From an optimization exercise on the open Yosys and OpenROAD flow, aimed at small area, a short achievable clock period and few clock cycles; shortcuts taken in it are not production practice. The RTL was checked by simulation tests, not by an equivalence proof against the original design. Power and IR drop assume default switching activity.

==> flow/design.v <==
module dither_mono #(
    parameter W = 32
) (
    input  wire        clk,
    input  wire        rst,
    input  wire        in_valid,
    output wire        in_ready,
    input  wire [15:0] in_pixel,
    input  wire        in_sof,
    input  wire [7:0]  cfg_thr,
    input  wire        cfg_dither,
    output wire        out_valid,
    input  wire        out_ready,
    output wire [7:0]  out_byte
);
    function [5:0] q7_off(input [6:0] s);
        case (s)
        7'd0: q7_off = 6'd0;
        7'd1: q7_off = 6'd0;
        7'd2: q7_off = 6'd0;
        7'd3: q7_off = 6'd1;
        7'd4: q7_off = 6'd1;
        7'd5: q7_off = 6'd2;
        7'd6: q7_off = 6'd2;
        7'd7: q7_off = 6'd3;
        7'd8: q7_off = 6'd3;
        7'd9: q7_off = 6'd3;
        7'd10: q7_off = 6'd4;
        7'd11: q7_off = 6'd4;
        7'd12: q7_off = 6'd5;
        7'd13: q7_off = 6'd5;
        7'd14: q7_off = 6'd6;
        7'd15: q7_off = 6'd6;
        7'd16: q7_off = 6'd7;
        7'd17: q7_off = 6'd7;
        7'd18: q7_off = 6'd7;
        7'd19: q7_off = 6'd8;
        7'd20: q7_off = 6'd8;
        7'd21: q7_off = 6'd9;
        7'd22: q7_off = 6'd9;
        7'd23: q7_off = 6'd10;
        7'd24: q7_off = 6'd10;
        7'd25: q7_off = 6'd10;
        7'd26: q7_off = 6'd11;
        7'd27: q7_off = 6'd11;
        7'd28: q7_off = 6'd12;
        7'd29: q7_off = 6'd12;
        7'd30: q7_off = 6'd13;
        7'd31: q7_off = 6'd13;
        7'd32: q7_off = 6'd14;
        7'd33: q7_off = 6'd14;
        7'd34: q7_off = 6'd14;
        7'd35: q7_off = 6'd15;
        7'd36: q7_off = 6'd15;
        7'd37: q7_off = 6'd16;
        7'd38: q7_off = 6'd16;
        7'd39: q7_off = 6'd17;
        7'd40: q7_off = 6'd17;
        7'd41: q7_off = 6'd17;
        7'd42: q7_off = 6'd18;
        7'd43: q7_off = 6'd18;
        7'd44: q7_off = 6'd19;
        7'd45: q7_off = 6'd19;
        7'd46: q7_off = 6'd20;
        7'd47: q7_off = 6'd20;
        7'd48: q7_off = 6'd21;
        7'd49: q7_off = 6'd21;
        7'd50: q7_off = 6'd21;
        7'd51: q7_off = 6'd22;
        7'd52: q7_off = 6'd22;
        7'd53: q7_off = 6'd23;
        7'd54: q7_off = 6'd23;
        7'd55: q7_off = 6'd24;
        7'd56: q7_off = 6'd24;
        7'd57: q7_off = 6'd24;
        7'd58: q7_off = 6'd25;
        7'd59: q7_off = 6'd25;
        7'd60: q7_off = 6'd26;
        7'd61: q7_off = 6'd26;
        7'd62: q7_off = 6'd27;
        7'd63: q7_off = 6'd27;
        7'd64: q7_off = 6'd36;
        7'd65: q7_off = 6'd36;
        7'd66: q7_off = 6'd36;
        7'd67: q7_off = 6'd37;
        7'd68: q7_off = 6'd37;
        7'd69: q7_off = 6'd38;
        7'd70: q7_off = 6'd38;
        7'd71: q7_off = 6'd39;
        7'd72: q7_off = 6'd39;
        7'd73: q7_off = 6'd39;
        7'd74: q7_off = 6'd40;
        7'd75: q7_off = 6'd40;
        7'd76: q7_off = 6'd41;
        7'd77: q7_off = 6'd41;
        7'd78: q7_off = 6'd42;
        7'd79: q7_off = 6'd42;
        7'd80: q7_off = 6'd43;
        7'd81: q7_off = 6'd43;
        7'd82: q7_off = 6'd43;
        7'd83: q7_off = 6'd44;
        7'd84: q7_off = 6'd44;
        7'd85: q7_off = 6'd45;
        7'd86: q7_off = 6'd45;
        7'd87: q7_off = 6'd46;
        7'd88: q7_off = 6'd46;
        7'd89: q7_off = 6'd46;
        7'd90: q7_off = 6'd47;
        7'd91: q7_off = 6'd47;
        7'd92: q7_off = 6'd48;
        7'd93: q7_off = 6'd48;
        7'd94: q7_off = 6'd49;
        7'd95: q7_off = 6'd49;
        7'd96: q7_off = 6'd50;
        7'd97: q7_off = 6'd50;
        7'd98: q7_off = 6'd50;
        7'd99: q7_off = 6'd51;
        7'd100: q7_off = 6'd51;
        7'd101: q7_off = 6'd52;
        7'd102: q7_off = 6'd52;
        7'd103: q7_off = 6'd53;
        7'd104: q7_off = 6'd53;
        7'd105: q7_off = 6'd53;
        7'd106: q7_off = 6'd54;
        7'd107: q7_off = 6'd54;
        7'd108: q7_off = 6'd55;
        7'd109: q7_off = 6'd55;
        7'd110: q7_off = 6'd56;
        7'd111: q7_off = 6'd56;
        7'd112: q7_off = 6'd57;
        7'd113: q7_off = 6'd57;
        7'd114: q7_off = 6'd57;
        7'd115: q7_off = 6'd58;
        7'd116: q7_off = 6'd58;
        7'd117: q7_off = 6'd59;
        7'd118: q7_off = 6'd59;
        7'd119: q7_off = 6'd60;
        7'd120: q7_off = 6'd60;
        7'd121: q7_off = 6'd60;
        7'd122: q7_off = 6'd61;
        7'd123: q7_off = 6'd61;
        7'd124: q7_off = 6'd62;
        7'd125: q7_off = 6'd62;
        7'd126: q7_off = 6'd63;
        7'd127: q7_off = 6'd63;
        endcase
    endfunction
    function [5:0] q7_on(input [6:0] s);
        case (s)
        7'd0: q7_on = 6'd36;
        7'd1: q7_on = 6'd36;
        7'd2: q7_on = 6'd37;
        7'd3: q7_on = 6'd37;
        7'd4: q7_on = 6'd38;
        7'd5: q7_on = 6'd38;
        7'd6: q7_on = 6'd39;
        7'd7: q7_on = 6'd39;
        7'd8: q7_on = 6'd39;
        7'd9: q7_on = 6'd40;
        7'd10: q7_on = 6'd40;
        7'd11: q7_on = 6'd41;
        7'd12: q7_on = 6'd41;
        7'd13: q7_on = 6'd42;
        7'd14: q7_on = 6'd42;
        7'd15: q7_on = 6'd43;
        7'd16: q7_on = 6'd43;
        7'd17: q7_on = 6'd43;
        7'd18: q7_on = 6'd44;
        7'd19: q7_on = 6'd44;
        7'd20: q7_on = 6'd45;
        7'd21: q7_on = 6'd45;
        7'd22: q7_on = 6'd46;
        7'd23: q7_on = 6'd46;
        7'd24: q7_on = 6'd46;
        7'd25: q7_on = 6'd47;
        7'd26: q7_on = 6'd47;
        7'd27: q7_on = 6'd48;
        7'd28: q7_on = 6'd48;
        7'd29: q7_on = 6'd49;
        7'd30: q7_on = 6'd49;
        7'd31: q7_on = 6'd50;
        7'd32: q7_on = 6'd50;
        7'd33: q7_on = 6'd50;
        7'd34: q7_on = 6'd51;
        7'd35: q7_on = 6'd51;
        7'd36: q7_on = 6'd52;
        7'd37: q7_on = 6'd52;
        7'd38: q7_on = 6'd53;
        7'd39: q7_on = 6'd53;
        7'd40: q7_on = 6'd53;
        7'd41: q7_on = 6'd54;
        7'd42: q7_on = 6'd54;
        7'd43: q7_on = 6'd55;
        7'd44: q7_on = 6'd55;
        7'd45: q7_on = 6'd56;
        7'd46: q7_on = 6'd56;
        7'd47: q7_on = 6'd57;
        7'd48: q7_on = 6'd57;
        7'd49: q7_on = 6'd57;
        7'd50: q7_on = 6'd58;
        7'd51: q7_on = 6'd58;
        7'd52: q7_on = 6'd59;
        7'd53: q7_on = 6'd59;
        7'd54: q7_on = 6'd60;
        7'd55: q7_on = 6'd60;
        7'd56: q7_on = 6'd60;
        7'd57: q7_on = 6'd61;
        7'd58: q7_on = 6'd61;
        7'd59: q7_on = 6'd62;
        7'd60: q7_on = 6'd62;
        7'd61: q7_on = 6'd63;
        7'd62: q7_on = 6'd63;
        7'd63: q7_on = 6'd0;
        7'd64: q7_on = 6'd0;
        7'd65: q7_on = 6'd0;
        7'd66: q7_on = 6'd1;
        7'd67: q7_on = 6'd1;
        7'd68: q7_on = 6'd2;
        7'd69: q7_on = 6'd2;
        7'd70: q7_on = 6'd3;
        7'd71: q7_on = 6'd3;
        7'd72: q7_on = 6'd3;
        7'd73: q7_on = 6'd4;
        7'd74: q7_on = 6'd4;
        7'd75: q7_on = 6'd5;
        7'd76: q7_on = 6'd5;
        7'd77: q7_on = 6'd6;
        7'd78: q7_on = 6'd6;
        7'd79: q7_on = 6'd7;
        7'd80: q7_on = 6'd7;
        7'd81: q7_on = 6'd7;
        7'd82: q7_on = 6'd8;
        7'd83: q7_on = 6'd8;
        7'd84: q7_on = 6'd9;
        7'd85: q7_on = 6'd9;
        7'd86: q7_on = 6'd10;
        7'd87: q7_on = 6'd10;
        7'd88: q7_on = 6'd10;
        7'd89: q7_on = 6'd11;
        7'd90: q7_on = 6'd11;
        7'd91: q7_on = 6'd12;
        7'd92: q7_on = 6'd12;
        7'd93: q7_on = 6'd13;
        7'd94: q7_on = 6'd13;
        7'd95: q7_on = 6'd14;
        7'd96: q7_on = 6'd14;
        7'd97: q7_on = 6'd14;
        7'd98: q7_on = 6'd15;
        7'd99: q7_on = 6'd15;
        7'd100: q7_on = 6'd16;
        7'd101: q7_on = 6'd16;
        7'd102: q7_on = 6'd17;
        7'd103: q7_on = 6'd17;
        7'd104: q7_on = 6'd17;
        7'd105: q7_on = 6'd18;
        7'd106: q7_on = 6'd18;
        7'd107: q7_on = 6'd19;
        7'd108: q7_on = 6'd19;
        7'd109: q7_on = 6'd20;
        7'd110: q7_on = 6'd20;
        7'd111: q7_on = 6'd21;
        7'd112: q7_on = 6'd21;
        7'd113: q7_on = 6'd21;
        7'd114: q7_on = 6'd22;
        7'd115: q7_on = 6'd22;
        7'd116: q7_on = 6'd23;
        7'd117: q7_on = 6'd23;
        7'd118: q7_on = 6'd24;
        7'd119: q7_on = 6'd24;
        7'd120: q7_on = 6'd24;
        7'd121: q7_on = 6'd25;
        7'd122: q7_on = 6'd25;
        7'd123: q7_on = 6'd26;
        7'd124: q7_on = 6'd26;
        7'd125: q7_on = 6'd27;
        7'd126: q7_on = 6'd27;
        7'd127: q7_on = 6'd28;
        endcase
    endfunction
    function [5:0] q5_off(input [6:0] s);
        case (s)
        7'd0: q5_off = 6'd0;
        7'd1: q5_off = 6'd0;
        7'd2: q5_off = 6'd0;
        7'd3: q5_off = 6'd0;
        7'd4: q5_off = 6'd1;
        7'd5: q5_off = 6'd1;
        7'd6: q5_off = 6'd1;
        7'd7: q5_off = 6'd2;
        7'd8: q5_off = 6'd2;
        7'd9: q5_off = 6'd2;
        7'd10: q5_off = 6'd3;
        7'd11: q5_off = 6'd3;
        7'd12: q5_off = 6'd3;
        7'd13: q5_off = 6'd4;
        7'd14: q5_off = 6'd4;
        7'd15: q5_off = 6'd4;
        7'd16: q5_off = 6'd5;
        7'd17: q5_off = 6'd5;
        7'd18: q5_off = 6'd5;
        7'd19: q5_off = 6'd5;
        7'd20: q5_off = 6'd6;
        7'd21: q5_off = 6'd6;
        7'd22: q5_off = 6'd6;
        7'd23: q5_off = 6'd7;
        7'd24: q5_off = 6'd7;
        7'd25: q5_off = 6'd7;
        7'd26: q5_off = 6'd8;
        7'd27: q5_off = 6'd8;
        7'd28: q5_off = 6'd8;
        7'd29: q5_off = 6'd9;
        7'd30: q5_off = 6'd9;
        7'd31: q5_off = 6'd9;
        7'd32: q5_off = 6'd10;
        7'd33: q5_off = 6'd10;
        7'd34: q5_off = 6'd10;
        7'd35: q5_off = 6'd10;
        7'd36: q5_off = 6'd11;
        7'd37: q5_off = 6'd11;
        7'd38: q5_off = 6'd11;
        7'd39: q5_off = 6'd12;
        7'd40: q5_off = 6'd12;
        7'd41: q5_off = 6'd12;
        7'd42: q5_off = 6'd13;
        7'd43: q5_off = 6'd13;
        7'd44: q5_off = 6'd13;
        7'd45: q5_off = 6'd14;
        7'd46: q5_off = 6'd14;
        7'd47: q5_off = 6'd14;
        7'd48: q5_off = 6'd15;
        7'd49: q5_off = 6'd15;
        7'd50: q5_off = 6'd15;
        7'd51: q5_off = 6'd15;
        7'd52: q5_off = 6'd16;
        7'd53: q5_off = 6'd16;
        7'd54: q5_off = 6'd16;
        7'd55: q5_off = 6'd17;
        7'd56: q5_off = 6'd17;
        7'd57: q5_off = 6'd17;
        7'd58: q5_off = 6'd18;
        7'd59: q5_off = 6'd18;
        7'd60: q5_off = 6'd18;
        7'd61: q5_off = 6'd19;
        7'd62: q5_off = 6'd19;
        7'd63: q5_off = 6'd19;
        7'd64: q5_off = 6'd44;
        7'd65: q5_off = 6'd44;
        7'd66: q5_off = 6'd44;
        7'd67: q5_off = 6'd44;
        7'd68: q5_off = 6'd45;
        7'd69: q5_off = 6'd45;
        7'd70: q5_off = 6'd45;
        7'd71: q5_off = 6'd46;
        7'd72: q5_off = 6'd46;
        7'd73: q5_off = 6'd46;
        7'd74: q5_off = 6'd47;
        7'd75: q5_off = 6'd47;
        7'd76: q5_off = 6'd47;
        7'd77: q5_off = 6'd48;
        7'd78: q5_off = 6'd48;
        7'd79: q5_off = 6'd48;
        7'd80: q5_off = 6'd49;
        7'd81: q5_off = 6'd49;
        7'd82: q5_off = 6'd49;
        7'd83: q5_off = 6'd49;
        7'd84: q5_off = 6'd50;
        7'd85: q5_off = 6'd50;
        7'd86: q5_off = 6'd50;
        7'd87: q5_off = 6'd51;
        7'd88: q5_off = 6'd51;
        7'd89: q5_off = 6'd51;
        7'd90: q5_off = 6'd52;
        7'd91: q5_off = 6'd52;
        7'd92: q5_off = 6'd52;
        7'd93: q5_off = 6'd53;
        7'd94: q5_off = 6'd53;
        7'd95: q5_off = 6'd53;
        7'd96: q5_off = 6'd54;
        7'd97: q5_off = 6'd54;
        7'd98: q5_off = 6'd54;
        7'd99: q5_off = 6'd54;
        7'd100: q5_off = 6'd55;
        7'd101: q5_off = 6'd55;
        7'd102: q5_off = 6'd55;
        7'd103: q5_off = 6'd56;
        7'd104: q5_off = 6'd56;
        7'd105: q5_off = 6'd56;
        7'd106: q5_off = 6'd57;
        7'd107: q5_off = 6'd57;
        7'd108: q5_off = 6'd57;
        7'd109: q5_off = 6'd58;
        7'd110: q5_off = 6'd58;
        7'd111: q5_off = 6'd58;
        7'd112: q5_off = 6'd59;
        7'd113: q5_off = 6'd59;
        7'd114: q5_off = 6'd59;
        7'd115: q5_off = 6'd59;
        7'd116: q5_off = 6'd60;
        7'd117: q5_off = 6'd60;
        7'd118: q5_off = 6'd60;
        7'd119: q5_off = 6'd61;
        7'd120: q5_off = 6'd61;
        7'd121: q5_off = 6'd61;
        7'd122: q5_off = 6'd62;
        7'd123: q5_off = 6'd62;
        7'd124: q5_off = 6'd62;
        7'd125: q5_off = 6'd63;
        7'd126: q5_off = 6'd63;
        7'd127: q5_off = 6'd63;
        endcase
    endfunction
    function [5:0] q5_on(input [6:0] s);
        case (s)
        7'd0: q5_on = 6'd44;
        7'd1: q5_on = 6'd44;
        7'd2: q5_on = 6'd44;
        7'd3: q5_on = 6'd45;
        7'd4: q5_on = 6'd45;
        7'd5: q5_on = 6'd45;
        7'd6: q5_on = 6'd46;
        7'd7: q5_on = 6'd46;
        7'd8: q5_on = 6'd46;
        7'd9: q5_on = 6'd47;
        7'd10: q5_on = 6'd47;
        7'd11: q5_on = 6'd47;
        7'd12: q5_on = 6'd48;
        7'd13: q5_on = 6'd48;
        7'd14: q5_on = 6'd48;
        7'd15: q5_on = 6'd49;
        7'd16: q5_on = 6'd49;
        7'd17: q5_on = 6'd49;
        7'd18: q5_on = 6'd49;
        7'd19: q5_on = 6'd50;
        7'd20: q5_on = 6'd50;
        7'd21: q5_on = 6'd50;
        7'd22: q5_on = 6'd51;
        7'd23: q5_on = 6'd51;
        7'd24: q5_on = 6'd51;
        7'd25: q5_on = 6'd52;
        7'd26: q5_on = 6'd52;
        7'd27: q5_on = 6'd52;
        7'd28: q5_on = 6'd53;
        7'd29: q5_on = 6'd53;
        7'd30: q5_on = 6'd53;
        7'd31: q5_on = 6'd54;
        7'd32: q5_on = 6'd54;
        7'd33: q5_on = 6'd54;
        7'd34: q5_on = 6'd54;
        7'd35: q5_on = 6'd55;
        7'd36: q5_on = 6'd55;
        7'd37: q5_on = 6'd55;
        7'd38: q5_on = 6'd56;
        7'd39: q5_on = 6'd56;
        7'd40: q5_on = 6'd56;
        7'd41: q5_on = 6'd57;
        7'd42: q5_on = 6'd57;
        7'd43: q5_on = 6'd57;
        7'd44: q5_on = 6'd58;
        7'd45: q5_on = 6'd58;
        7'd46: q5_on = 6'd58;
        7'd47: q5_on = 6'd59;
        7'd48: q5_on = 6'd59;
        7'd49: q5_on = 6'd59;
        7'd50: q5_on = 6'd59;
        7'd51: q5_on = 6'd60;
        7'd52: q5_on = 6'd60;
        7'd53: q5_on = 6'd60;
        7'd54: q5_on = 6'd61;
        7'd55: q5_on = 6'd61;
        7'd56: q5_on = 6'd61;
        7'd57: q5_on = 6'd62;
        7'd58: q5_on = 6'd62;
        7'd59: q5_on = 6'd62;
        7'd60: q5_on = 6'd63;
        7'd61: q5_on = 6'd63;
        7'd62: q5_on = 6'd63;
        7'd63: q5_on = 6'd0;
        7'd64: q5_on = 6'd0;
        7'd65: q5_on = 6'd0;
        7'd66: q5_on = 6'd0;
        7'd67: q5_on = 6'd1;
        7'd68: q5_on = 6'd1;
        7'd69: q5_on = 6'd1;
        7'd70: q5_on = 6'd2;
        7'd71: q5_on = 6'd2;
        7'd72: q5_on = 6'd2;
        7'd73: q5_on = 6'd3;
        7'd74: q5_on = 6'd3;
        7'd75: q5_on = 6'd3;
        7'd76: q5_on = 6'd4;
        7'd77: q5_on = 6'd4;
        7'd78: q5_on = 6'd4;
        7'd79: q5_on = 6'd5;
        7'd80: q5_on = 6'd5;
        7'd81: q5_on = 6'd5;
        7'd82: q5_on = 6'd5;
        7'd83: q5_on = 6'd6;
        7'd84: q5_on = 6'd6;
        7'd85: q5_on = 6'd6;
        7'd86: q5_on = 6'd7;
        7'd87: q5_on = 6'd7;
        7'd88: q5_on = 6'd7;
        7'd89: q5_on = 6'd8;
        7'd90: q5_on = 6'd8;
        7'd91: q5_on = 6'd8;
        7'd92: q5_on = 6'd9;
        7'd93: q5_on = 6'd9;
        7'd94: q5_on = 6'd9;
        7'd95: q5_on = 6'd10;
        7'd96: q5_on = 6'd10;
        7'd97: q5_on = 6'd10;
        7'd98: q5_on = 6'd10;
        7'd99: q5_on = 6'd11;
        7'd100: q5_on = 6'd11;
        7'd101: q5_on = 6'd11;
        7'd102: q5_on = 6'd12;
        7'd103: q5_on = 6'd12;
        7'd104: q5_on = 6'd12;
        7'd105: q5_on = 6'd13;
        7'd106: q5_on = 6'd13;
        7'd107: q5_on = 6'd13;
        7'd108: q5_on = 6'd14;
        7'd109: q5_on = 6'd14;
        7'd110: q5_on = 6'd14;
        7'd111: q5_on = 6'd15;
        7'd112: q5_on = 6'd15;
        7'd113: q5_on = 6'd15;
        7'd114: q5_on = 6'd15;
        7'd115: q5_on = 6'd16;
        7'd116: q5_on = 6'd16;
        7'd117: q5_on = 6'd16;
        7'd118: q5_on = 6'd17;
        7'd119: q5_on = 6'd17;
        7'd120: q5_on = 6'd17;
        7'd121: q5_on = 6'd18;
        7'd122: q5_on = 6'd18;
        7'd123: q5_on = 6'd18;
        7'd124: q5_on = 6'd19;
        7'd125: q5_on = 6'd19;
        7'd126: q5_on = 6'd19;
        7'd127: q5_on = 6'd20;
        endcase
    endfunction
    function [4:0] q3_off(input [6:0] s);
        case (s)
        7'd0: q3_off = 5'd0;
        7'd1: q3_off = 5'd0;
        7'd2: q3_off = 5'd0;
        7'd3: q3_off = 5'd0;
        7'd4: q3_off = 5'd0;
        7'd5: q3_off = 5'd0;
        7'd6: q3_off = 5'd1;
        7'd7: q3_off = 5'd1;
        7'd8: q3_off = 5'd1;
        7'd9: q3_off = 5'd1;
        7'd10: q3_off = 5'd1;
        7'd11: q3_off = 5'd2;
        7'd12: q3_off = 5'd2;
        7'd13: q3_off = 5'd2;
        7'd14: q3_off = 5'd2;
        7'd15: q3_off = 5'd2;
        7'd16: q3_off = 5'd3;
        7'd17: q3_off = 5'd3;
        7'd18: q3_off = 5'd3;
        7'd19: q3_off = 5'd3;
        7'd20: q3_off = 5'd3;
        7'd21: q3_off = 5'd3;
        7'd22: q3_off = 5'd4;
        7'd23: q3_off = 5'd4;
        7'd24: q3_off = 5'd4;
        7'd25: q3_off = 5'd4;
        7'd26: q3_off = 5'd4;
        7'd27: q3_off = 5'd5;
        7'd28: q3_off = 5'd5;
        7'd29: q3_off = 5'd5;
        7'd30: q3_off = 5'd5;
        7'd31: q3_off = 5'd5;
        7'd32: q3_off = 5'd6;
        7'd33: q3_off = 5'd6;
        7'd34: q3_off = 5'd6;
        7'd35: q3_off = 5'd6;
        7'd36: q3_off = 5'd6;
        7'd37: q3_off = 5'd6;
        7'd38: q3_off = 5'd7;
        7'd39: q3_off = 5'd7;
        7'd40: q3_off = 5'd7;
        7'd41: q3_off = 5'd7;
        7'd42: q3_off = 5'd7;
        7'd43: q3_off = 5'd8;
        7'd44: q3_off = 5'd8;
        7'd45: q3_off = 5'd8;
        7'd46: q3_off = 5'd8;
        7'd47: q3_off = 5'd8;
        7'd48: q3_off = 5'd9;
        7'd49: q3_off = 5'd9;
        7'd50: q3_off = 5'd9;
        7'd51: q3_off = 5'd9;
        7'd52: q3_off = 5'd9;
        7'd53: q3_off = 5'd9;
        7'd54: q3_off = 5'd10;
        7'd55: q3_off = 5'd10;
        7'd56: q3_off = 5'd10;
        7'd57: q3_off = 5'd10;
        7'd58: q3_off = 5'd10;
        7'd59: q3_off = 5'd11;
        7'd60: q3_off = 5'd11;
        7'd61: q3_off = 5'd11;
        7'd62: q3_off = 5'd11;
        7'd63: q3_off = 5'd11;
        7'd64: q3_off = 5'd20;
        7'd65: q3_off = 5'd20;
        7'd66: q3_off = 5'd20;
        7'd67: q3_off = 5'd20;
        7'd68: q3_off = 5'd20;
        7'd69: q3_off = 5'd20;
        7'd70: q3_off = 5'd21;
        7'd71: q3_off = 5'd21;
        7'd72: q3_off = 5'd21;
        7'd73: q3_off = 5'd21;
        7'd74: q3_off = 5'd21;
        7'd75: q3_off = 5'd22;
        7'd76: q3_off = 5'd22;
        7'd77: q3_off = 5'd22;
        7'd78: q3_off = 5'd22;
        7'd79: q3_off = 5'd22;
        7'd80: q3_off = 5'd23;
        7'd81: q3_off = 5'd23;
        7'd82: q3_off = 5'd23;
        7'd83: q3_off = 5'd23;
        7'd84: q3_off = 5'd23;
        7'd85: q3_off = 5'd23;
        7'd86: q3_off = 5'd24;
        7'd87: q3_off = 5'd24;
        7'd88: q3_off = 5'd24;
        7'd89: q3_off = 5'd24;
        7'd90: q3_off = 5'd24;
        7'd91: q3_off = 5'd25;
        7'd92: q3_off = 5'd25;
        7'd93: q3_off = 5'd25;
        7'd94: q3_off = 5'd25;
        7'd95: q3_off = 5'd25;
        7'd96: q3_off = 5'd26;
        7'd97: q3_off = 5'd26;
        7'd98: q3_off = 5'd26;
        7'd99: q3_off = 5'd26;
        7'd100: q3_off = 5'd26;
        7'd101: q3_off = 5'd26;
        7'd102: q3_off = 5'd27;
        7'd103: q3_off = 5'd27;
        7'd104: q3_off = 5'd27;
        7'd105: q3_off = 5'd27;
        7'd106: q3_off = 5'd27;
        7'd107: q3_off = 5'd28;
        7'd108: q3_off = 5'd28;
        7'd109: q3_off = 5'd28;
        7'd110: q3_off = 5'd28;
        7'd111: q3_off = 5'd28;
        7'd112: q3_off = 5'd29;
        7'd113: q3_off = 5'd29;
        7'd114: q3_off = 5'd29;
        7'd115: q3_off = 5'd29;
        7'd116: q3_off = 5'd29;
        7'd117: q3_off = 5'd29;
        7'd118: q3_off = 5'd30;
        7'd119: q3_off = 5'd30;
        7'd120: q3_off = 5'd30;
        7'd121: q3_off = 5'd30;
        7'd122: q3_off = 5'd30;
        7'd123: q3_off = 5'd31;
        7'd124: q3_off = 5'd31;
        7'd125: q3_off = 5'd31;
        7'd126: q3_off = 5'd31;
        7'd127: q3_off = 5'd31;
        endcase
    endfunction
    function [4:0] q3_on(input [6:0] s);
        case (s)
        7'd0: q3_on = 5'd20;
        7'd1: q3_on = 5'd20;
        7'd2: q3_on = 5'd20;
        7'd3: q3_on = 5'd20;
        7'd4: q3_on = 5'd20;
        7'd5: q3_on = 5'd21;
        7'd6: q3_on = 5'd21;
        7'd7: q3_on = 5'd21;
        7'd8: q3_on = 5'd21;
        7'd9: q3_on = 5'd21;
        7'd10: q3_on = 5'd22;
        7'd11: q3_on = 5'd22;
        7'd12: q3_on = 5'd22;
        7'd13: q3_on = 5'd22;
        7'd14: q3_on = 5'd22;
        7'd15: q3_on = 5'd23;
        7'd16: q3_on = 5'd23;
        7'd17: q3_on = 5'd23;
        7'd18: q3_on = 5'd23;
        7'd19: q3_on = 5'd23;
        7'd20: q3_on = 5'd23;
        7'd21: q3_on = 5'd24;
        7'd22: q3_on = 5'd24;
        7'd23: q3_on = 5'd24;
        7'd24: q3_on = 5'd24;
        7'd25: q3_on = 5'd24;
        7'd26: q3_on = 5'd25;
        7'd27: q3_on = 5'd25;
        7'd28: q3_on = 5'd25;
        7'd29: q3_on = 5'd25;
        7'd30: q3_on = 5'd25;
        7'd31: q3_on = 5'd26;
        7'd32: q3_on = 5'd26;
        7'd33: q3_on = 5'd26;
        7'd34: q3_on = 5'd26;
        7'd35: q3_on = 5'd26;
        7'd36: q3_on = 5'd26;
        7'd37: q3_on = 5'd27;
        7'd38: q3_on = 5'd27;
        7'd39: q3_on = 5'd27;
        7'd40: q3_on = 5'd27;
        7'd41: q3_on = 5'd27;
        7'd42: q3_on = 5'd28;
        7'd43: q3_on = 5'd28;
        7'd44: q3_on = 5'd28;
        7'd45: q3_on = 5'd28;
        7'd46: q3_on = 5'd28;
        7'd47: q3_on = 5'd29;
        7'd48: q3_on = 5'd29;
        7'd49: q3_on = 5'd29;
        7'd50: q3_on = 5'd29;
        7'd51: q3_on = 5'd29;
        7'd52: q3_on = 5'd29;
        7'd53: q3_on = 5'd30;
        7'd54: q3_on = 5'd30;
        7'd55: q3_on = 5'd30;
        7'd56: q3_on = 5'd30;
        7'd57: q3_on = 5'd30;
        7'd58: q3_on = 5'd31;
        7'd59: q3_on = 5'd31;
        7'd60: q3_on = 5'd31;
        7'd61: q3_on = 5'd31;
        7'd62: q3_on = 5'd31;
        7'd63: q3_on = 5'd0;
        7'd64: q3_on = 5'd0;
        7'd65: q3_on = 5'd0;
        7'd66: q3_on = 5'd0;
        7'd67: q3_on = 5'd0;
        7'd68: q3_on = 5'd0;
        7'd69: q3_on = 5'd1;
        7'd70: q3_on = 5'd1;
        7'd71: q3_on = 5'd1;
        7'd72: q3_on = 5'd1;
        7'd73: q3_on = 5'd1;
        7'd74: q3_on = 5'd2;
        7'd75: q3_on = 5'd2;
        7'd76: q3_on = 5'd2;
        7'd77: q3_on = 5'd2;
        7'd78: q3_on = 5'd2;
        7'd79: q3_on = 5'd3;
        7'd80: q3_on = 5'd3;
        7'd81: q3_on = 5'd3;
        7'd82: q3_on = 5'd3;
        7'd83: q3_on = 5'd3;
        7'd84: q3_on = 5'd3;
        7'd85: q3_on = 5'd4;
        7'd86: q3_on = 5'd4;
        7'd87: q3_on = 5'd4;
        7'd88: q3_on = 5'd4;
        7'd89: q3_on = 5'd4;
        7'd90: q3_on = 5'd5;
        7'd91: q3_on = 5'd5;
        7'd92: q3_on = 5'd5;
        7'd93: q3_on = 5'd5;
        7'd94: q3_on = 5'd5;
        7'd95: q3_on = 5'd6;
        7'd96: q3_on = 5'd6;
        7'd97: q3_on = 5'd6;
        7'd98: q3_on = 5'd6;
        7'd99: q3_on = 5'd6;
        7'd100: q3_on = 5'd6;
        7'd101: q3_on = 5'd7;
        7'd102: q3_on = 5'd7;
        7'd103: q3_on = 5'd7;
        7'd104: q3_on = 5'd7;
        7'd105: q3_on = 5'd7;
        7'd106: q3_on = 5'd8;
        7'd107: q3_on = 5'd8;
        7'd108: q3_on = 5'd8;
        7'd109: q3_on = 5'd8;
        7'd110: q3_on = 5'd8;
        7'd111: q3_on = 5'd9;
        7'd112: q3_on = 5'd9;
        7'd113: q3_on = 5'd9;
        7'd114: q3_on = 5'd9;
        7'd115: q3_on = 5'd9;
        7'd116: q3_on = 5'd9;
        7'd117: q3_on = 5'd10;
        7'd118: q3_on = 5'd10;
        7'd119: q3_on = 5'd10;
        7'd120: q3_on = 5'd10;
        7'd121: q3_on = 5'd10;
        7'd122: q3_on = 5'd11;
        7'd123: q3_on = 5'd11;
        7'd124: q3_on = 5'd11;
        7'd125: q3_on = 5'd11;
        7'd126: q3_on = 5'd11;
        7'd127: q3_on = 5'd12;
        endcase
    endfunction
    function [3:0] q1_off(input [6:0] s);
        case (s)
        7'd0: q1_off = 4'd0;
        7'd1: q1_off = 4'd1;
        7'd2: q1_off = 4'd2;
        7'd3: q1_off = 4'd2;
        7'd4: q1_off = 4'd2;
        7'd5: q1_off = 4'd2;
        7'd6: q1_off = 4'd2;
        7'd7: q1_off = 4'd1;
        7'd8: q1_off = 4'd2;
        7'd9: q1_off = 4'd3;
        7'd10: q1_off = 4'd2;
        7'd11: q1_off = 4'd2;
        7'd12: q1_off = 4'd2;
        7'd13: q1_off = 4'd2;
        7'd14: q1_off = 4'd2;
        7'd15: q1_off = 4'd3;
        7'd16: q1_off = 4'd1;
        7'd17: q1_off = 4'd2;
        7'd18: q1_off = 4'd3;
        7'd19: q1_off = 4'd3;
        7'd20: q1_off = 4'd3;
        7'd21: q1_off = 4'd3;
        7'd22: q1_off = 4'd3;
        7'd23: q1_off = 4'd2;
        7'd24: q1_off = 4'd3;
        7'd25: q1_off = 4'd4;
        7'd26: q1_off = 4'd3;
        7'd27: q1_off = 4'd3;
        7'd28: q1_off = 4'd3;
        7'd29: q1_off = 4'd3;
        7'd30: q1_off = 4'd3;
        7'd31: q1_off = 4'd4;
        7'd32: q1_off = 4'd2;
        7'd33: q1_off = 4'd3;
        7'd34: q1_off = 4'd4;
        7'd35: q1_off = 4'd4;
        7'd36: q1_off = 4'd4;
        7'd37: q1_off = 4'd4;
        7'd38: q1_off = 4'd4;
        7'd39: q1_off = 4'd3;
        7'd40: q1_off = 4'd4;
        7'd41: q1_off = 4'd5;
        7'd42: q1_off = 4'd4;
        7'd43: q1_off = 4'd4;
        7'd44: q1_off = 4'd4;
        7'd45: q1_off = 4'd4;
        7'd46: q1_off = 4'd4;
        7'd47: q1_off = 4'd5;
        7'd48: q1_off = 4'd3;
        7'd49: q1_off = 4'd4;
        7'd50: q1_off = 4'd5;
        7'd51: q1_off = 4'd5;
        7'd52: q1_off = 4'd5;
        7'd53: q1_off = 4'd5;
        7'd54: q1_off = 4'd5;
        7'd55: q1_off = 4'd4;
        7'd56: q1_off = 4'd5;
        7'd57: q1_off = 4'd6;
        7'd58: q1_off = 4'd5;
        7'd59: q1_off = 4'd5;
        7'd60: q1_off = 4'd5;
        7'd61: q1_off = 4'd5;
        7'd62: q1_off = 4'd5;
        7'd63: q1_off = 4'd6;
        7'd64: q1_off = 4'd12;
        7'd65: q1_off = 4'd13;
        7'd66: q1_off = 4'd14;
        7'd67: q1_off = 4'd14;
        7'd68: q1_off = 4'd14;
        7'd69: q1_off = 4'd14;
        7'd70: q1_off = 4'd14;
        7'd71: q1_off = 4'd13;
        7'd72: q1_off = 4'd14;
        7'd73: q1_off = 4'd15;
        7'd74: q1_off = 4'd14;
        7'd75: q1_off = 4'd14;
        7'd76: q1_off = 4'd14;
        7'd77: q1_off = 4'd14;
        7'd78: q1_off = 4'd14;
        7'd79: q1_off = 4'd15;
        7'd80: q1_off = 4'd13;
        7'd81: q1_off = 4'd14;
        7'd82: q1_off = 4'd15;
        7'd83: q1_off = 4'd15;
        7'd84: q1_off = 4'd15;
        7'd85: q1_off = 4'd15;
        7'd86: q1_off = 4'd15;
        7'd87: q1_off = 4'd14;
        7'd88: q1_off = 4'd15;
        7'd89: q1_off = 4'd0;
        7'd90: q1_off = 4'd15;
        7'd91: q1_off = 4'd15;
        7'd92: q1_off = 4'd15;
        7'd93: q1_off = 4'd15;
        7'd94: q1_off = 4'd15;
        7'd95: q1_off = 4'd0;
        7'd96: q1_off = 4'd14;
        7'd97: q1_off = 4'd15;
        7'd98: q1_off = 4'd0;
        7'd99: q1_off = 4'd0;
        7'd100: q1_off = 4'd0;
        7'd101: q1_off = 4'd0;
        7'd102: q1_off = 4'd0;
        7'd103: q1_off = 4'd15;
        7'd104: q1_off = 4'd0;
        7'd105: q1_off = 4'd1;
        7'd106: q1_off = 4'd0;
        7'd107: q1_off = 4'd0;
        7'd108: q1_off = 4'd0;
        7'd109: q1_off = 4'd0;
        7'd110: q1_off = 4'd0;
        7'd111: q1_off = 4'd1;
        7'd112: q1_off = 4'd15;
        7'd113: q1_off = 4'd0;
        7'd114: q1_off = 4'd1;
        7'd115: q1_off = 4'd1;
        7'd116: q1_off = 4'd1;
        7'd117: q1_off = 4'd1;
        7'd118: q1_off = 4'd1;
        7'd119: q1_off = 4'd0;
        7'd120: q1_off = 4'd1;
        7'd121: q1_off = 4'd2;
        7'd122: q1_off = 4'd1;
        7'd123: q1_off = 4'd1;
        7'd124: q1_off = 4'd1;
        7'd125: q1_off = 4'd1;
        7'd126: q1_off = 4'd1;
        7'd127: q1_off = 4'd2;
        endcase
    endfunction
    function [3:0] q1_on(input [6:0] s);
        case (s)
        7'd0: q1_on = 4'd13;
        7'd1: q1_on = 4'd14;
        7'd2: q1_on = 4'd14;
        7'd3: q1_on = 4'd14;
        7'd4: q1_on = 4'd14;
        7'd5: q1_on = 4'd14;
        7'd6: q1_on = 4'd13;
        7'd7: q1_on = 4'd14;
        7'd8: q1_on = 4'd15;
        7'd9: q1_on = 4'd14;
        7'd10: q1_on = 4'd14;
        7'd11: q1_on = 4'd14;
        7'd12: q1_on = 4'd14;
        7'd13: q1_on = 4'd14;
        7'd14: q1_on = 4'd15;
        7'd15: q1_on = 4'd13;
        7'd16: q1_on = 4'd14;
        7'd17: q1_on = 4'd15;
        7'd18: q1_on = 4'd15;
        7'd19: q1_on = 4'd15;
        7'd20: q1_on = 4'd15;
        7'd21: q1_on = 4'd15;
        7'd22: q1_on = 4'd14;
        7'd23: q1_on = 4'd15;
        7'd24: q1_on = 4'd0;
        7'd25: q1_on = 4'd15;
        7'd26: q1_on = 4'd15;
        7'd27: q1_on = 4'd15;
        7'd28: q1_on = 4'd15;
        7'd29: q1_on = 4'd15;
        7'd30: q1_on = 4'd0;
        7'd31: q1_on = 4'd14;
        7'd32: q1_on = 4'd15;
        7'd33: q1_on = 4'd0;
        7'd34: q1_on = 4'd0;
        7'd35: q1_on = 4'd0;
        7'd36: q1_on = 4'd0;
        7'd37: q1_on = 4'd0;
        7'd38: q1_on = 4'd15;
        7'd39: q1_on = 4'd0;
        7'd40: q1_on = 4'd1;
        7'd41: q1_on = 4'd0;
        7'd42: q1_on = 4'd0;
        7'd43: q1_on = 4'd0;
        7'd44: q1_on = 4'd0;
        7'd45: q1_on = 4'd0;
        7'd46: q1_on = 4'd1;
        7'd47: q1_on = 4'd15;
        7'd48: q1_on = 4'd0;
        7'd49: q1_on = 4'd1;
        7'd50: q1_on = 4'd1;
        7'd51: q1_on = 4'd1;
        7'd52: q1_on = 4'd1;
        7'd53: q1_on = 4'd1;
        7'd54: q1_on = 4'd0;
        7'd55: q1_on = 4'd1;
        7'd56: q1_on = 4'd2;
        7'd57: q1_on = 4'd1;
        7'd58: q1_on = 4'd1;
        7'd59: q1_on = 4'd1;
        7'd60: q1_on = 4'd1;
        7'd61: q1_on = 4'd1;
        7'd62: q1_on = 4'd2;
        7'd63: q1_on = 4'd0;
        7'd64: q1_on = 4'd1;
        7'd65: q1_on = 4'd2;
        7'd66: q1_on = 4'd2;
        7'd67: q1_on = 4'd2;
        7'd68: q1_on = 4'd2;
        7'd69: q1_on = 4'd2;
        7'd70: q1_on = 4'd1;
        7'd71: q1_on = 4'd2;
        7'd72: q1_on = 4'd3;
        7'd73: q1_on = 4'd2;
        7'd74: q1_on = 4'd2;
        7'd75: q1_on = 4'd2;
        7'd76: q1_on = 4'd2;
        7'd77: q1_on = 4'd2;
        7'd78: q1_on = 4'd3;
        7'd79: q1_on = 4'd1;
        7'd80: q1_on = 4'd2;
        7'd81: q1_on = 4'd3;
        7'd82: q1_on = 4'd3;
        7'd83: q1_on = 4'd3;
        7'd84: q1_on = 4'd3;
        7'd85: q1_on = 4'd3;
        7'd86: q1_on = 4'd2;
        7'd87: q1_on = 4'd3;
        7'd88: q1_on = 4'd4;
        7'd89: q1_on = 4'd3;
        7'd90: q1_on = 4'd3;
        7'd91: q1_on = 4'd3;
        7'd92: q1_on = 4'd3;
        7'd93: q1_on = 4'd3;
        7'd94: q1_on = 4'd4;
        7'd95: q1_on = 4'd2;
        7'd96: q1_on = 4'd3;
        7'd97: q1_on = 4'd4;
        7'd98: q1_on = 4'd4;
        7'd99: q1_on = 4'd4;
        7'd100: q1_on = 4'd4;
        7'd101: q1_on = 4'd4;
        7'd102: q1_on = 4'd3;
        7'd103: q1_on = 4'd4;
        7'd104: q1_on = 4'd5;
        7'd105: q1_on = 4'd4;
        7'd106: q1_on = 4'd4;
        7'd107: q1_on = 4'd4;
        7'd108: q1_on = 4'd4;
        7'd109: q1_on = 4'd4;
        7'd110: q1_on = 4'd5;
        7'd111: q1_on = 4'd3;
        7'd112: q1_on = 4'd4;
        7'd113: q1_on = 4'd5;
        7'd114: q1_on = 4'd5;
        7'd115: q1_on = 4'd5;
        7'd116: q1_on = 4'd5;
        7'd117: q1_on = 4'd5;
        7'd118: q1_on = 4'd4;
        7'd119: q1_on = 4'd5;
        7'd120: q1_on = 4'd6;
        7'd121: q1_on = 4'd5;
        7'd122: q1_on = 4'd5;
        7'd123: q1_on = 4'd5;
        7'd124: q1_on = 4'd5;
        7'd125: q1_on = 4'd5;
        7'd126: q1_on = 4'd6;
        7'd127: q1_on = 4'd4;
        endcase
    endfunction
    function [7:0] ks8(input [7:0] a, input [7:0] b);
        reg [7:0] p, g, pp, gg;
        integer   i, d;
        begin
            p  = a ^ b;
            g  = a & b;
            pp = p;
            gg = g;
            for (d = 1; d < 8; d = d * 2)
                for (i = 7; i >= d; i = i - 1) begin
                    gg[i] = gg[i] | (pp[i] & gg[i-d]);
                    pp[i] = pp[i] & pp[i-d];
                end
            ks8 = p ^ {gg[6:0], 1'b0};
        end
    endfunction
    function gtu8(input [7:0] a, input [7:0] b);
        reg     g, e;
        integer i;
        begin
            g = 1'b0;
            e = 1'b1;
            for (i = 7; i >= 0; i = i - 1) begin
                g = g | (e & a[i] & ~b[i]);
                e = e & (a[i] | ~b[i]) & (~a[i] | b[i]);
            end
            gtu8 = g;
        end
    endfunction
    function [5:0] intensity(input [15:0] p);
        reg [5:0] a, b, c;
        reg       ab, cb, ac;
        begin
            a  = {p[4:0], 1'b0};
            b  = p[10:5];
            c  = {p[15:11], 1'b0};
            ab = gtu8({2'b00, a}, {2'b00, b});
            cb = gtu8({2'b00, c}, {2'b00, b});
            ac = gtu8({3'b000, p[4:0]}, {3'b000, p[15:11]});
            if (ac)
                intensity = ab ? a : b;
            else
                intensity = cb ? c : b;
        end
    endfunction
    wire       f1_go, f2_go, x_go;
    wire       pb_wr;
    wire       g_valid_n, fr_valid_n, x_sure_n;
    wire              a_we;
    wire [4:0]        a_wpos;
    wire signed [6:0] a_wdata;
    reg        in_ready_r;
    reg        iv;
    reg [15:0] ipix;
    reg        isof, idith;
    reg [5:0]  ithr;
    wire acc_in = in_valid & in_ready_r;
    assign in_ready = in_ready_r;
    always @(posedge clk) begin
        if (~iv | pb_wr) begin
            ipix  <= in_pixel;
            isof  <= in_sof;
            ithr  <= cfg_thr[7:2];
            idith <= cfg_dither;
        end
    end
    reg [5:0]  pb [0:31];
    reg [5:0]  cnt;           
    reg [5:0]  cr;            
    reg [4:0]  wx;            
    reg        w_wdir;        
    reg        w_rdir;        
    reg        w_odd, w_first, w_dith;
    reg [5:0]  w_t6;
    reg [4:0]  rk;            
    assign     pb_wr    = iv & (~cnt[5] | f1_go);
    wire       w_new    = (wx == 5'd0);
    wire       wdir_eff = w_new ? w_rdir : w_wdir;
    wire [4:0] wp       = wx ^ {5{wdir_eff}};
    wire       iv_n     = acc_in | (iv & ~pb_wr);
    wire       w_row    = pb_wr & w_new;
    wire       w_odd_n  = w_row ? (~isof & ~w_odd) : w_odd;
    wire       w_first_n = w_row ? isof : w_first;
    wire       w_dith_n = (w_row & isof) ? idith : w_dith;
    wire [5:0] w_t6_n   = (w_row & isof) ? ithr : w_t6;
    wire       w_rdir_n = (w_row & ~isof) ? (w_rdir ^ ~w_odd) : w_rdir;
    wire [5:0] cnt_n    = cnt + {5'd0, pb_wr} - {5'd0, f1_go};
    wire       full_n   = (cnt[5] & (pb_wr | ~f1_go)) | ((cnt == 6'd31) & pb_wr & ~f1_go);
    wire       f1_sure_n = ~g_valid_n | ~fr_valid_n | x_sure_n;
    always @(posedge clk) begin
        if (pb_wr)
            pb[wp] <= intensity(ipix);
    end
    always @(posedge clk) begin
        if (rst) begin
            in_ready_r <= 1'b1;
            iv         <= 1'b0;
            cnt        <= 6'd0;
            cr         <= 6'd0;
            wx         <= 5'd0;
            w_rdir     <= 1'b0;
            w_wdir     <= 1'b0;
            w_odd      <= 1'b1;
        end else begin
            in_ready_r <= ~iv_n | ~full_n | f1_sure_n;
            iv         <= iv_n;
            cnt        <= cnt_n;
            cr         <= cr + {5'd0, pb_wr} - {(f1_go & (rk == 5'd31)), 5'd0};
            if (pb_wr)
                wx <= wx + 5'd1;
            if (w_row)
                w_wdir <= w_rdir;
            w_odd   <= w_odd_n;
            w_first <= w_first_n;
            w_dith  <= w_dith_n;
            w_t6    <= w_t6_n;
            w_rdir  <= w_rdir_n;
        end
    end
    reg        rs;            
    reg        r_odd, r_zero, r_dith, r_rdir;
    reg [5:0]  r_t6;
    reg [4:0]  rp_r, fx_r;    
    wire       rs_n   = f1_go ? (rk == 5'd31) : rs;
    wire       f_odd  = r_odd;
    wire       f_zero = r_zero;
    wire       f_dith = r_dith;
    wire [5:0] f_t6   = r_t6;
    wire [4:0] rp     = rp_r;
    wire [4:0] fx     = fx_r;
    wire       avail  = f_odd ? cr[5] : (cnt != 6'd0);
    reg signed [6:0]  el [0:31];   
    wire [5:0]        v      = pb[rp];
    wire signed [6:0] el_rd  = (a_we && a_wpos == fx) ? a_wdata : el[fx];
    reg               g_valid;
    reg [5:0]         g_v;
    reg signed [6:0]  g_tv;        
    reg signed [6:0]  g_el;
    reg [4:0]         g_x;
    reg               g_rs, g_last, g_zero, g_dith, g_odd;
    assign f1_go     = avail & (~g_valid | f2_go);
    assign g_valid_n = f1_go | (g_valid & ~f2_go);
    always @(posedge clk) begin
        if (rst) begin
            rk      <= 5'd0;
            rs      <= 1'b1;
            g_valid <= 1'b0;
        end else begin
            if (f1_go)
                rk <= rk + 5'd1;
            rs <= rs_n;
            if (rs_n) begin
                r_odd  <= w_odd_n;
                r_zero <= w_first_n | ~w_dith_n;
                r_dith <= w_dith_n;
                r_rdir <= w_rdir_n;
                r_t6   <= w_t6_n;
                rp_r   <= {5{w_rdir_n}};
                fx_r   <= {5{w_odd_n}};
            end else if (f1_go) begin
                rp_r <= r_rdir ? rp_r - 5'd1 : rp_r + 5'd1;
                fx_r <= r_odd  ? fx_r - 5'd1 : fx_r + 5'd1;
            end
            g_valid <= g_valid_n;
        end
        if (f1_go) begin
            g_v    <= v;
            g_tv   <= ~ks8({2'b11, ~f_t6}, {2'b00, v});    
            g_el   <= el_rd;
            g_x    <= fx;
            g_rs   <= rs;
            g_last <= (rk == 5'd31);
            g_zero <= f_zero;
            g_dith <= f_dith;
            g_odd  <= f_odd;
        end else if (a_we && a_wpos == g_x) begin
            g_el   <= a_wdata;
        end
    end
    reg               fr_valid;
    reg [6:0]         fr_b0;      
    reg signed [7:0]  fr_t;       
    reg               fr_dith, fr_odd, fr_last, fr_rs;
    reg [4:0]         fr_x;
    reg signed [5:0]  accA;        
    reg signed [3:0]  accB;        
    wire signed [5:0] accA_n;
    wire signed [3:0] accB_n;
    wire              caseA = fr_valid;
    wire signed [6:0] err0  = caseA ? {{3{accB_n[3]}}, accB_n} : {accA_n[5], accA_n};
    wire signed [6:0] errl  = (a_we && a_wpos == g_x) ? a_wdata : g_el;
    wire signed [6:0] err   = g_zero ? 7'sd0 : (g_rs ? err0 : errl);
    wire signed [7:0] base  = ks8({2'b00, g_v}, {err[6], err});
    assign f2_go      = g_valid & (~fr_valid | x_go);
    assign fr_valid_n = f2_go | (fr_valid & ~x_go);
    always @(posedge clk) begin
        if (rst)
            fr_valid <= 1'b0;
        else
            fr_valid <= fr_valid_n;
        if (f2_go) begin
            fr_b0   <= base[6:0];
            fr_t    <= ~ks8(~{g_tv[6], g_tv}, {err[6], err});    
            fr_dith <= g_dith;
            fr_odd  <= g_odd;
            fr_last <= g_last;
            fr_rs   <= g_rs;
            fr_x    <= g_x;
        end
    end
    reg signed [5:0]  carry;
    wire [7:0]        s0w  = ks8({1'b0, fr_b0}, {{2{carry[5]}}, carry});
    wire [6:0]        s0   = s0w[6:0];
    wire              on   = gtu8({~carry[5], {2{carry[5]}}, carry[4:0]}, {~fr_t[7], fr_t[6:0]});
    wire [5:0]        q7   = on ? q7_on(s0) : q7_off(s0);
    wire [5:0]        q5   = on ? q5_on(s0) : q5_off(s0);
    wire              sel_q5 = g_valid & ~g_zero;
    reg  [31:0] dec;
    reg  [3:0]  pend;
    reg  [1:0]  nb;
    reg         ov;
    reg  [7:0]  ob;
    reg         pxg_r;        
    reg         nbx_r;        
    wire        cap       = ~ov & pend[nb];
    wire [1:0]  xg        = fr_x[4:3];
    wire        dec_block = pxg_r & (ov | ~nbx_r);
    wire        bdone     = fr_odd ? (fr_x[2:0] == 3'd0) : (fr_x[2:0] == 3'd7);
    wire [3:0]  pend_n    = (pend & ~(cap ? (4'd1 << nb) : 4'd0))
                          | ((x_go & bdone) ? (4'd1 << xg) : 4'd0);
    wire [1:0]  xg_n      = f2_go ? g_x[4:3] : xg;
    assign x_go = fr_valid & ~dec_block;
    assign x_sure_n = ~pend_n[xg_n] | (~(cap | ov) & (nb + {1'b0, cap} == xg_n));
    reg               er_valid, er_rs;
    reg [4:0]         er_wpos;
    reg signed [4:0]  er_q3;
    reg signed [5:0]  er_q5;
    reg signed [3:0]  er_q1;
    always @(posedge clk) begin
        if (rst) begin
            carry    <= 6'sd0;
            er_valid <= 1'b0;
            pend     <= 4'd0;
            pxg_r    <= 1'b0;
            nbx_r    <= 1'b0;
            nb       <= 2'd0;
            ov       <= 1'b0;
        end else begin
            if (x_go) begin
                if (fr_last | ~fr_dith)
                    carry <= (fr_last & sel_q5) ? q5 : 6'sd0;
                else
                    carry <= q7;
            end
            er_valid <= x_go;
            pend <= pend_n;
            pxg_r <= pend_n[xg_n];
            nbx_r <= (nb + {1'b0, cap} == xg_n);
            if (cap)
                nb <= nb + 2'd1;
            ov <= cap | (ov & ~out_ready);
        end
        if (x_go) begin
            dec[fr_x] <= on;
            er_rs     <= fr_rs;
            er_wpos   <= fr_odd ? fr_x + 5'd1 : fr_x - 5'd1;
            er_q3     <= on ? q3_on(s0) : q3_off(s0);
            er_q5     <= q5;
            er_q1     <= on ? q1_on(s0) : q1_off(s0);
        end
        if (cap)
            ob <= dec[nb*8 +: 8];
    end
    assign out_valid = ov;
    assign out_byte  = ob;
    assign a_we    = er_valid & ~er_rs;
    assign a_wpos  = er_wpos;
    wire [7:0] a_sum3 = ks8({{2{accA[5]}}, accA}, {{3{er_q3[4]}}, er_q3});
    wire [7:0] a_sum5 = ks8({{4{accB[3]}}, accB}, {{2{er_q5[5]}}, er_q5});
    assign a_wdata = a_sum3[6:0];
    assign accA_n  = er_valid ? (er_rs ? er_q5 : a_sum5[5:0]) : accA;
    assign accB_n  = er_valid ? er_q1 : accB;
    always @(posedge clk) begin
        accA <= accA_n;
        accB <= accB_n;
        if (a_we)
            el[a_wpos] <= a_wdata;
    end
endmodule
==> flow/flow/run.sh <==
#!/bin/bash
# The standard layout, with every port buffered by a buf_4 instead of the
# default port buffer, and timing repair aiming for more setup slack than
# the clock period needs.
set -euo pipefail
export BUFFER_PORTS_ARGS="-buffer_cell sky130_fd_sc_hd__buf_4"
export SETUP_SLACK_MARGIN=9.3
bash standard.sh finish > flow_make.log 2>&1
==> flow/standard.sh <==
#!/bin/bash
# synth_recipe.tcl (not shown) runs the flow's synth.tcl, then flattens the netlist and writes it again
# the make line also repeats each setting of config.mk as NAME=value (left out here)
make -C /OpenROAD-flow-scripts/flow DESIGN_CONFIG=/design/flow/config.mk WORK_HOME=/design/flow/orfs CLKGATE_MAP_FILE= SYNTH_SCRIPT=/design/flow/synth_recipe.tcl "${@:-finish}"
==> flow/config.mk <==
export PLATFORM = sky130hd
export DESIGN_NAME = dither_mono
export DESIGN_NICKNAME = dither_mono
export VERILOG_FILES = /design/flow/design.v
export SDC_FILE = /design/flow/constraint.sdc
export NUM_CORES = 4
export LEC_CHECK = 0
export CAP_MARGIN = 20
export CORE_MARGIN = 2
export CORE_UTILIZATION = 60
export CTS_CLUSTER_DIAMETER = 60
export CTS_CLUSTER_SIZE = 35
export PLACE_DENSITY = 0.7
export SLEW_MARGIN = 20
==> flow/constraint.sdc <==
create_clock -name core_clock -period 13.0 [get_ports {clk}]
set_input_delay 2.6000 -clock core_clock [delete_from_list [all_inputs] [get_ports {clk}]]
set_output_delay 2.6000 -clock core_clock [all_outputs]
set_load 0.01 [all_outputs]
==> flow_summary.json, run 1 <==
{
  "synth.largest_area_cell": "edfxtp_1",
  "fill_cells": 3371,
  "syn-cell-area_sq_um": 29560,
  "drc": 0,
  "clk-insertion-delay-late_ns": 0.60,
  "drt-pass1-iter-count": 5,
  "die_w_microns": 226.0,
  "grt_antenna_before_repair": 0,
  "leakage_nw": 11.28,
  "core.rowCount": 81,
  "synthToLayoutAreaGrowth_pct": 10.39,
  "synth_area_leaders": "edfxtp_1 (58%), mux4_2 (11%), dfxtp_1 (4.9%)",
  "setup_viol": 0,
  "multi_input_area_sq_um": 10300,
  "powerDensity_nw_per_um2": 245.5,
  "critical_path_required_ns": 10.40,
  "critPathLaunch": "ob[7]$_DFFE_PP_",
  "gp_congestion": 0.8676,
  "ys.warnings.count": 1,
  "clock_sinks": 648,
  "critPathKind": "reg2out",
  "nNetsFinal": 2157,
  "timing.final.crit_share": 0.2851,
  "crit_path_end_kind": "output pin",
  "grt-ovfl-total": 0,
  "routedWlPerCell_microns": 22.64,
  "cts_hold_buffers": 0,
  "diodes": 0,
  "cp_max_fo": 1,
  "grt_pass1_vias": 16440,
  "grt_pass1_wl_microns": 94590,
  "start_util": 0.6064,
  "cts.path.max_buffers": 3,
  "hp-class": "reg2reg",
  "fin_crit_ns": 3.706,
  "ys.flop_type": "edfxtp_1",
  "skew_ns": 0.04573,
  "path_delay_family": "flip-flops",
  "portBuffers": 37,
  "cts_root_buffer": "clkbuf_16",
  "ys_types": 89,
  "max_cap_violations": 0,
  "cts.htree.levels": 2,
  "synth_top_area_share": 0.5841,
  "dieHeight_microns": 226.0,
  "status": "timing/DRC/antenna clean",
  "tightest_slew_ns": 1.014,
  "ys_seq_area_frac": 0.6336,
  "yosysMostFrequentCell": "edfxtp_1",
  "worstSetupStartpointType": "flop",
  "hold_start": "fr_rs$_DFFE_PP_",
  "seq_area_sq_um": 18750,
  "die_area_sq_um": 51060,
  "synth.avg_cell_area_sq_um": 14.94,
  "fin_util": 0.6694,
  "max_stage_delay_ns": 0.39,
  "cts_buffers": 40,
  "cp_num_buf_inv": 1,
  "final_hold_viol_count": 0,
  "drv_slew": 0,
  "async_reset_ff_frac": 0,
  "coreArea_sq_um": 48750,
  "antenna_left": 0,
  "final_layout_size_suffix_gt1_frac": 0.2023,
  "num_vias": 16760,
  "via_per_inst": 6.149,
  "grt_usage": 0.2449,
  "netlist_instances": 1978,
  "clock.fmax_ghz": 0.2698,
  "io-pin-count": 40,
  "grt_max_degree": 61,
  "arrival_ns": 1.11,
  "yosys_register_bits": 648,
  "syn_nets": 2106,
  "yosys-top-cells-count": "edfxtp_1 (575), nor2_1 (175), mux4_2 (139), nand2_1 (107), a21oi_1 (97)",
  "clkSlewWorstSetupHoldPaths_ns": 0.08,
  "ir_drop_mv": 0.1825,
  "grt_setup_unrepaired": "true",
  "dp_hpwl_microns": 38880,
  "cts_tree": "built",
  "cpMaxStageDelayCell": "edfxtp_1",
  "rr_startpoint": "cnt[5]$_SDFF_PP0_",
  "routed_wl_microns": 61700,
  "synth-edff-count": 575,
  "setup-tns-final_ns": 0,
  "drt-initial-drc-count": 1873,
  "path_cells": "buf_6",
  "relSlewSlack": 0.3192
}
what timing repair did:
| item | in CTS | in global routing |
|---|---|---|
| gates cloned | 3 | 3 |
| pin swaps | 5 | 4 |
| endpoints found under the hold margin | 0 | 0 |
| resized for setup | 23 | 39 |
| setup endpoints to repair | 166 | 200 |
| buffers inserted | 5 | 28 |
stage by stage:
step           hold WS, ns  area (sq um)  setup WS, ns  total power [mW]  std cells
2_1_floorplan       0.4003         29580         9.156             5.445       1978
3_3_place_gp        0.4030         30550         8.568             6.279       2610
3_5_place_dp        0.4070         30570         8.548             6.362       2612
4_1_cts             0.4247         32160         9.194             7.820       2694
5_1_grt             0.4445         32630         9.251             8.435       2725
6_report            0.4236         32630         9.294             8.011       2725
registers in the layout, summed over array words and instances, names as in the netlist, 7 cells and up, named ones only:
register	count
ob	8
dec	32
pb	192
fr_b0	7
g_el	7
el	224
fr_t	8
g_tv	7
ipix	16
where the power goes:
group          internal (mW)  leakage (nW)  switching (mW)  total [mW]
sequential              2.93          5.87           0.231        3.16
clock                  0.659         0.683           0.742        1.40
combinational           1.45          4.73            2.00        3.45
total                   5.04          11.3            2.97        8.01
path summary, 6_finish.rpt:
| path | slack [ns] | to | cells after the start |
|---|---|---|---|
| worst min-delay path | 0.42 | er_rs$_DFFE_PP_ | 0 |
| worst max register to register | 9.47 | pb[13][4]$_DFFE_PP_ | 10 |
| worst max-delay path | 9.29 | out_byte[7] | 1 |
| worst min register to register | 0.42 | er_rs$_DFFE_PP_ | 0 |
kinds of logic after synthesis:
group | share of synthesized area
compound gates | 0.07001
xor+xnor | 0.02447
fa+ha+maj | 0.04745
buf+inv | 0.02662
flops | 0.6336
mux | 0.1301
simple gates | 0.06781
layout make-up:
type	count	share of cell area
clock buffers	44	0.03275
clock inverters	30	0.01062
inverters	98	0.01147
multi-input cells	1141	0.3157
flip-flops and latches	648	0.5745
well taps	664	0.02546
repair buffers	99	0.02937
repair inverters	1	0.0001534
placed cells by master (no fill, tap or decap), types with 49 or more instances in the layout:
cell type and instances:
nand2_1 107, xnor2_1 49, a21oi_1 89, edfxtp_1 575, mux4_2 139, nor2_1 171
dfxtp_1 66, inv_1 94, ha_1 87, buf_4 74
per-layer routing:
layer | vias up | share of wire | track usage
met5 | - | 0 | 0
met4 | 0 | 0.023 | 0.06281
met3 | 81 | 0.061 | 0.03123
met2 | 563 | 0.50 | 0.4053
met1 | 8448 | 0.42 | 0.3491
li1 | 7665 | - | -
Testbench counts, summed over its fixed seeds: cycles 20,640.
==> run 2: changes to the inputs <==
--- a/flow/config.mk
+++ b/flow/config.mk
@@ -9,6 +9,6 @@
 export CORE_MARGIN = 2
 export CORE_UTILIZATION = 60
-export CTS_CLUSTER_DIAMETER = 60
-export CTS_CLUSTER_SIZE = 35
+export CTS_CLUSTER_DIAMETER = 70
+export CTS_CLUSTER_SIZE = 45
 export PLACE_DENSITY = 0.7
 export SLEW_MARGIN = 20
==> flow_summary.json, run 2 <==
{
  "synth.avg_cell_area_sq_um": 14.94,
  "arrival_ns": 1.10,
  "setup_viol": 0,
  "synthToLayoutAreaGrowth_pct": 9.452,
  "max_stage_delay_ns": 0.39,
  "regMostFlops": "el",
  "final_hold_viol_count": 0,
  "grt_setup_unrepaired": "true",
  "grt_max_degree": 61,
  "num_vias": 16660,
  "start_util": 0.6064,
  "ys.warnings.count": 1,
  "mostFrequentLayoutCell": "edfxtp_1",
  "hp-class": "reg2reg",
  "yosys_register_bits": 648,
  "async_reset_ff_frac": 0,
  "grt_pass1_wl_microns": 93740,
  "status": "timing/DRC/antenna clean",
  "synth_top_area_share": 0.5841,
  "nNetsFinal": 2146,
  "powerDensity_nw_per_um2": 243.4,
  "clock_sinks": 648,
  "yosys-top-cells-count": "edfxtp_1 (575), nor2_1 (175), mux4_2 (139), nand2_1 (107), a21oi_1 (97)",
  "grt-ovfl-total": 0,
  "dieHeight_microns": 226.0,
  "multi_input_area_sq_um": 10300,
  "crit_path_end_kind": "output pin",
  "cp_max_fo": 1,
  "coreArea_sq_um": 48750,
  "cts.path.max_buffers": 3,
  "cpMaxStageDelayCell": "edfxtp_1",
  "routed_wl_microns": 61580,
  "synth_area_leaders": "edfxtp_1 (58%), mux4_2 (11%), dfxtp_1 (4.9%)",
  "cp.depth": 1,
  "die_w_microns": 226.0,
  "ys_types": 89,
  "portBuffers": 37,
  "leakage_nw": 11.14,
  "grt_antenna_before_repair": 0,
  "hold-path-cell-count": 0,
  "yosysMostFrequentCell": "edfxtp_1",
  "timing.final.crit_share": 0.2848,
  "critical_path_required_ns": 10.40,
  "syn_nets": 2106,
  "skew_ns": 0.05586,
  "gp_congestion": 0.8676,
  "drt-pass1-iter-count": 6,
  "final_cell_mix": "edfxtp_1 (575), nor2_1 (171), mux4_2 (139)",
  "drc": 0,
  "seq_area_sq_um": 18750,
  "clk-insertion-delay-late_ns": 0.59,
  "max_cap_violations": 0,
  "synth-edff-count": 575,
  "diodes": 0,
  "path_cells": "buf_6",
  "cts_buffers": 34,
  "worstSetupStartpointType": "flop",
  "relSlewSlack": 0.2802,
  "netlist_instances": 1978,
  "final_layout_size_suffix_gt1_frac": 0.1943,
  "cts_tree": "built",
  "die_area_sq_um": 51060,
  "top_regs": "el: 224 flops, pb: 192 flops, dec: 32 flops",
  "grt_pass1_vias": 16330,
  "cts.htree.levels": 2,
  "whs_ns": 0.4236,
  "routedWlPerCell_microns": 22.75,
  "r2r.worst_path.cells": 11,
  "fin_crit_ns": 3.703,
  "grt_usage": 0.2438,
  "ys.flop_type": "edfxtp_1",
  "antenna_left": 0,
  "synth.largest_area_cell": "edfxtp_1",
  "core.rowCount": 81,
  "drv_slew": 0,
  "cts_root_buffer": "clkbuf_16",
  "ir_drop_mv": 0.1810,
  "dp_hpwl_microns": 38880,
  "tightest_slew_ns": 1.073,
  "largest_register_ffs": 224,
  "via_per_inst": 6.154,
  "ys_seq_area_frac": 0.6336,
  "clock.fmax_ghz": 0.2701,
  "cp_num_buf_inv": 1,
  "drt-initial-drc-count": 1830,
  "path_delay_family": "flip-flops",
  "clkSlewWorstSetupHoldPaths_ns": 0.10,
  "critPathKind": "reg2out",
  "setup-tns-final_ns": 0,
  "fill_cells": 3411,
  "io-pin-count": 40,
  "syn-cell-area_sq_um": 29560
}
[run 2: changes by cell type in the layout (fill, tap and decap cells not counted), sizes merged]
| cell | delta |
|---|---|
| buf | -5 |
| clkinv | -3 |
| clkbuf | -6 |
| clkinvlp | -1 |
| inv | -3 |
[run 2: worst reg2reg max path, delay by kind of cell (launching register included)]
family / cells / cell delay (ns)
compound gates: 3 / 0.50
simple gates: 2 / 0.14
buf+inv: 1 / 0.18
flops: 1 / 0.44
fa+ha+maj: 2 / 0.62
mux: 3 / 1.42
[run 2: final cells by class]
| type | count | area share |
|---|---|---|
| well taps | 664 | 0.02568 |
| repair buffers | 94 | 0.02750 |
| inverters | 98 | 0.01156 |
| clock inverters | 23 | 0.009397 |
| multi-input cells | 1141 | 0.3182 |
| flip-flops and latches | 648 | 0.5794 |
| clock buffers | 38 | 0.02804 |
| repair inverters | 1 | 0.0001547 |
[run 2: kinds of logic after synthesis]
logic type,after synthesis,synth area share
mux,206,0.1301
xor+xnor,80,0.02447
compound gates,311,0.07001
simple gates,433,0.06781
flops,648,0.6336
fa+ha+maj,108,0.04745
buf+inv,192,0.02662
[run 2: worst paths after layout]
check,to,start,slack (ns)
worst max-delay path,out_byte[6],ob[6]$_DFFE_PP_,9.30
worst min register to register,er_rs$_DFFE_PP_,fr_rs$_DFFE_PP_,0.42
worst max register to register,g_tv[6]$_DFFE_PP_,flop,9.46
worst min-delay path,er_rs$_DFFE_PP_,fr_rs$_DFFE_PP_,0.42
[run 2: timing repair]
item,4_1_cts,5_1_grt
pin swaps,4,1
setup buffers,7,21
hold buffers,0,0
resized for setup,22,34
gates cloned,3,3
endpoints found under the setup margin,171,141
[run 2: layer usage]
metal  track usage  vias up  wire length, microns
met1        0.3454     8404                 25790
li1              -     7650                     -
met2        0.4001      511                 30290
met4       0.07434        0                  1785
met3       0.03097       94                  3715
met5             0        -                     0
[run 2: stage by stage]
step	instances	worst slack, ns	area, sq um	util	total power, mW
floorplan	1978	9.156	29580	-	5.445
global placement	2610	8.568	30550	0.6266	6.279
detailed placement	2612	8.548	30570	0.6271	6.362
CTS	2683	9.195	32000	0.6564	7.694
global route	2707	9.245	32350	0.6637	8.289
finish	2707	9.297	32350	0.6637	7.875
[run 2: power breakdown]
part	internal (mW)	leakage (nW)	switching, mW
clock network	0.569	0.579	0.707
registers	2.93	5.87	0.236
logic	1.44	4.69	1.99

==> what the ideal ports hide <==
The results above use ideal ports. As a check the final layouts listed here were re-extracted and re-timed, cells and wires unchanged.
Step 1, drivers: a clkbuf_16 drives clk and a buf_2 each remaining input, both assumed.
Step 2 also shifts input and output timing later by t, the mid clock arrival at the registers, as if the neighbouring blocks saw the same clock.
Slacks: no drivers / after step 1 / after step 2; pairs: no drivers / after step 1.
| run | t, ns | slack for setup (ns) | hold slack, ns | worst setup path after step 2 | clock arrival spread, ns |
|---|---|---|---|---|---|
| run 1 | 0.635 | 9.294 / 9.235 / 8.899 | 0.424 / 0.424 / 0.424 | input to register | 0.045 / 0.046 |
| run 2 | 0.622 | 9.297 / 9.238 / 8.908 | 0.424 / 0.424 / 0.424 | input to register | 0.060 / 0.060 |
After both steps every run listed still meets setup and hold. For run 1, which loses most, drivers alone change the setup slack by -0.059 ns; drivers and shift together by -0.395 ns.
